Source: an optimization exercise on an open RTL-to-GDS flow (aim: small area, a short achievable clock period and few clock cycles per item). Production flows keep margins and buffers that such runs may drop.
RTL that was checked went through simulation tests only; none was proved equivalent to the original.
Power is estimated from default activity; no workload was simulated.

==> flow/design.v (excerpt) <==
module dsha256_ce (
    input  wire        clk,
    input  wire        rst_n,       
    input  wire        cmd_valid,
    output wire        cmd_ready,
    input  wire [15:0] cmd,
    output wire        rsp_valid,
    input  wire        rsp_ready,
    output wire        rsp_err,
    output wire [31:0] rsp_data
);
clock: 10.0 ns
lec_check: 0
cap_margin: 20
core_margin: 2
core_utilization: 55
cts_buf_list: sky130_fd_sc_hd__clkbuf_8
cts_cluster_diameter: 80
cts_cluster_size: 15
setup_slack_margin: 5
slew_margin: 20
run.sh (not shown) runs the stock make flow with config.mk's settings and CLKGATE_MAP_FILE= SYNTH_SCRIPT=/design/flow/synth_recipe.tcl, a recipe that flattens the netlist after the stock synthesis.
Testbench counts at the start, summed over its fixed seeds: cycles 49,432, messages 193.
Then changed:
--- a/flow/design.v
+++ b/flow/design.v
@@ -171,44 +171,49 @@
             nword = len[60:29];
         else if (!extra && m[3:0] == 4'd15)
             nword = {len[28:0], 3'b000};
         else
             nword = 32'd0;
     end
     wire        j_f2  = rq && rl && seq == SQ_F1 && extra;
     wire [5:0]  j_n   = (x_fin || (x_push && bj == 2'd3)) ? {2'b00, cnt[5:2]} :
                         (p2_go || j_f2) ? 6'd0 :
                         (kgo && strm && j != 6'd63) ? j + 6'd1 : j;
     wire        p2m_n = (x_fin || (x_push && bj == 2'd3) || j_f2) ? 1'b0 :
                         p2_go ? 1'b1 : p2m;
+    wire        ksteady = kq && !kgo;
+    wire        kstep   = kgo && strm && j != 6'd63;
+    wire [5:0]  ki_n = ksteady ? j : kstep ? j + 6'd1 :
+                       (p2_go || j_f2) ? 6'd0 : {2'b00, cnt[5:2]};
+    wire        kp_n = (ksteady || kstep) ? p2m : p2_go;
     reg  [31:0] kn;       
     always @(*) begin
-        case (j_n)
+        case (ki_n)
             6'd0:  kn = 32'h428a2f98; 6'd1:  kn = 32'h71374491; 6'd2:  kn = 32'hb5c0fbcf; 6'd3:  kn = 32'he9b5dba5;
             6'd4:  kn = 32'h3956c25b; 6'd5:  kn = 32'h59f111f1; 6'd6:  kn = 32'h923f82a4; 6'd7:  kn = 32'hab1c5ed5;
             6'd8:  kn = 32'hd807aa98; 6'd9:  kn = 32'h12835b01; 6'd10: kn = 32'h243185be; 6'd11: kn = 32'h550c7dc3;
             6'd12: kn = 32'h72be5d74; 6'd13: kn = 32'h80deb1fe; 6'd14: kn = 32'h9bdc06a7; 6'd15: kn = 32'hc19bf174;
             6'd16: kn = 32'he49b69c1; 6'd17: kn = 32'hefbe4786; 6'd18: kn = 32'h0fc19dc6; 6'd19: kn = 32'h240ca1cc;
             6'd20: kn = 32'h2de92c6f; 6'd21: kn = 32'h4a7484aa; 6'd22: kn = 32'h5cb0a9dc; 6'd23: kn = 32'h76f988da;
             6'd24: kn = 32'h983e5152; 6'd25: kn = 32'ha831c66d; 6'd26: kn = 32'hb00327c8; 6'd27: kn = 32'hbf597fc7;
             6'd28: kn = 32'hc6e00bf3; 6'd29: kn = 32'hd5a79147; 6'd30: kn = 32'h06ca6351; 6'd31: kn = 32'h14292967;
             6'd32: kn = 32'h27b70a85; 6'd33: kn = 32'h2e1b2138; 6'd34: kn = 32'h4d2c6dfc; 6'd35: kn = 32'h53380d13;
             6'd36: kn = 32'h650a7354; 6'd37: kn = 32'h766a0abb; 6'd38: kn = 32'h81c2c92e; 6'd39: kn = 32'h92722c85;
             6'd40: kn = 32'ha2bfe8a1; 6'd41: kn = 32'ha81a664b; 6'd42: kn = 32'hc24b8b70; 6'd43: kn = 32'hc76c51a3;
             6'd44: kn = 32'hd192e819; 6'd45: kn = 32'hd6990624; 6'd46: kn = 32'hf40e3585; 6'd47: kn = 32'h106aa070;
             6'd48: kn = 32'h19a4c116; 6'd49: kn = 32'h1e376c08; 6'd50: kn = 32'h2748774c; 6'd51: kn = 32'h34b0bcb5;
             6'd52: kn = 32'h391c0cb3; 6'd53: kn = 32'h4ed8aa4a; 6'd54: kn = 32'h5b9cca4f; 6'd55: kn = 32'h682e6ff3;
             6'd56: kn = 32'h748f82ee; 6'd57: kn = 32'h78a5636f; 6'd58: kn = 32'h84c87814; 6'd59: kn = 32'h8cc70208;
             6'd60: kn = 32'h90befffa; 6'd61: kn = 32'ha4506ceb; 6'd62: kn = 32'hbef9a3f7;
-            default: kn = p2m_n ? 32'h307b5f59 : 32'hc67178f2;
+            default: kn = kp_n ? 32'h307b5f59 : 32'hc67178f2;
         endcase
     end
     reg  [31:0] k;
     wire [31:0] ktap = p2m ? W[8] : W[15];
     wire [31:0] hnxt = (rq || ch_act) ? vg : vh;          
     wire [63:0] kwc  = csa(k, ktap, hnxt);
     reg [31:0] w15_n;
     always @(*) begin
         if (p2_go)
             w15_n = h6;                            
         else if (sgo)
             w15_n = nword;
Effect:
- setup slack improves by 0.087 ns
- maximum frequency goes up by 1.7%
- design area is lower by 5.1%
- clock power grows by about 2%
- global-route usage fell by 4.4 points
- via count falls by 8.3%
- total power fell by 33%
- critical path depth grows by 1
- hold slack degrades by 0.0045 ns
- die area falls by 1.7%
- wire length is lower by 13%
Testbench counts after the change, summed over its fixed seeds: cycles 49,432, messages 193.


## main
Another version of the RTL of dsha256_ce (not shown whole).
For scale: about 55 I/O pins, roughly 0.065 mm2 of cells after synthesis.
==> flow/config.mk <==
export PLATFORM = sky130hd
export DESIGN_NAME = dsha256_ce
export DESIGN_NICKNAME = dsha256_ce
export VERILOG_FILES = /design/flow/design.v
export SDC_FILE = /design/flow/constraint.sdc
export NUM_CORES = 4
export LEC_CHECK = 0
export CAP_MARGIN = 20
export CORE_MARGIN = 2
export CORE_UTILIZATION = 40
export SETUP_SLACK_MARGIN = 5
export SLEW_MARGIN = 20
==> flow/constraint.sdc <==
create_clock -name core_clock -period 10.0 [get_ports {clk}]
set_input_delay 2.0000 -clock core_clock [delete_from_list [all_inputs] [get_ports {clk}]]
set_output_delay 2.0000 -clock core_clock [all_outputs]
set_load 0.01 [all_outputs]
What the feature branch does differently from main at the input level:
--- a/flow/design.v
+++ b/flow/design.v
@@ -73,30 +73,34 @@
     wire       seqerr = (o_init && phase == PH_FAULT) ||
                         ((o_push || o_fin) && phase != PH_ABSORB) ||
                         (o_rdtag && phase != PH_DONE);
     wire       lenovf = o_push && (&len);
     wire       rej    = illop || illfld || seqerr || lenovf;
     wire [2:0] cause_n = illop ? 3'd1 : illfld ? 3'd2 : seqerr ? 3'd3 : 3'd4;
-    wire x_ok    = acc && !rej;
-    wire x_init  = x_ok && o_init;
-    wire x_push  = x_ok && o_push;
-    wire x_fin   = x_ok && o_fin;
-    wire x_rst   = x_ok && o_rst;
+    wire rsv0    = cmd[11:8] == 4'd0;
+    wire imm0    = cmd[7:0] == 8'd0;
+    wire x_init  = acc && o_init && rsv0 && imm0 && phase != PH_FAULT;
+    wire x_push  = acc && o_push && rsv0 && phase == PH_ABSORB && !(&len);
+    wire x_fin   = acc && o_fin && rsv0 && imm0 && phase == PH_ABSORB;
+    wire x_rst   = acc && o_rst && rsv0 && imm0;
     wire [31:0] S0  = rotr(va, 2) ^ rotr(va, 13) ^ rotr(va, 22);
     wire [31:0] S1  = rotr(ve, 6) ^ rotr(ve, 11) ^ rotr(ve, 25);
     wire [31:0] chf = vg ^ (ve & (vf ^ vg));
     wire [31:0] maj = (va & vb) | (vc & (va | vb));
-    wire [63:0] t1c = csa(kw, S1, chf);                   
-    wire [63:0] ec  = csa(t1c[31:0], t1c[63:32], vd);
-    wire [63:0] ac1 = csa(t1c[31:0], t1c[63:32], S0);
-    wire [63:0] ac  = csa(ac1[31:0], ac1[63:32], maj);
+    wire [63:0] ac1 = csa(kw, chf, maj);
+    wire [63:0] ac2 = csa(ac1[31:0], ac1[63:32], S1);
+    wire [63:0] ac  = csa(ac2[31:0], ac2[63:32], S0);
+    wire [63:0] ec1 = csa(kw, chf, vd);
+    wire [63:0] ec  = csa(ec1[31:0], ec1[63:32], S1);
     wire [31:0] a_n = ac[31:0] + ac[63:32];
     wire [31:0] e_n = ec[31:0] + ec[63:32];
     wire [31:0] s0w = rotr(W[1], 7) ^ rotr(W[1], 18) ^ (W[1] >> 3);
     wire [31:0] s1w = rotr(W[14], 17) ^ rotr(W[14], 19) ^ (W[14] >> 10);
-    wire [31:0] w_n = s1w + W[9] + s0w + W[0];
+    wire [63:0] wc1 = csa(W[9], W[0], s0w);
+    wire [63:0] wc  = csa(wc1[31:0], wc1[63:32], s1w);
+    wire [31:0] w_n = wc[31:0] + wc[63:32];
     wire        tagc  = (seq == SQ_TAG);
     wire [31:0] sum_a = (tagc ? 32'h6a09e667 : h3) + (tagc ? va : vd);
     wire [31:0] sum_e = h7 + vh;
     wire [31:0] iv_a  = ivw({1'b0, ~ch_cnt});       
     wire [31:0] iv_e  = ivw({1'b1, ~ch_cnt});       
     wire        ch_last = ch_act && (ch_cnt == 2'd3);
[summary]
- Summary: with main as the reference, count of nets after finishing in the feature branch moved down slightly.
- Summary of the feature branch over main: total nets after synthesis was more or less identical, effective utilization at floorplan now sits at about the same level, area fraction in and, or, nand and nor cells after synthesis -0.18 points.
- Taking main as the reference point, the clock share of power of the feature branch rises by 1.2 points.
- Taking main as the reference, in the feature branch number of placement rows +about 0.7%; number of ordinary inverters in the final layout -90; final critical-path setup slack +0.34 ns; global routing met2 resource utilization +1.0 points.
- Part of the total power dissipated in combinational logic | the feature branch below main
Testbench counts of the feature branch, summed over its fixed seeds: cycles 49,215, messages 193.
Function not checked in main: the RTL went through the layout flow alone.

==> port drivers added, routing unchanged <==
In the flow no input, the clock included, has a driving cell. The finished layouts below were timed again as built, in two steps. Step 1 (the two cells are an assumption about what drives the block):
set clk [get_ports {clk}]
set_driving_cell -lib_cell sky130_fd_sc_hd__clkbuf_16 $clk
set_driving_cell -lib_cell sky130_fd_sc_hd__buf_2 [delete_from_list [all_inputs] $clk]
Step 2 also shifts input and output timing later by t, the mid clock arrival at the registers, as if the neighbouring blocks saw the same clock. Slacks: no drivers / after step 1 / after step 2; pairs: no drivers / after step 1.
run | shift t [ns] | slack for setup (ns) | worst setup path at the end
the first run of note 1 | 0.871 | 4.851 / 4.851 / 4.013 | input to register
the second run of note 1 | 0.877 | 4.938 / 4.938 / 4.309 | input to register
main | 0.836 | 4.459 / 4.459 / 4.281 | input to register
the feature branch | 0.858 | 4.796 / 4.796 / 4.248 | input to register
After both steps setup and hold are still met in every run listed. For the first run of note 1, which loses most, drivers alone change the setup slack by 0.000 ns; drivers and shift together by -0.838 ns.
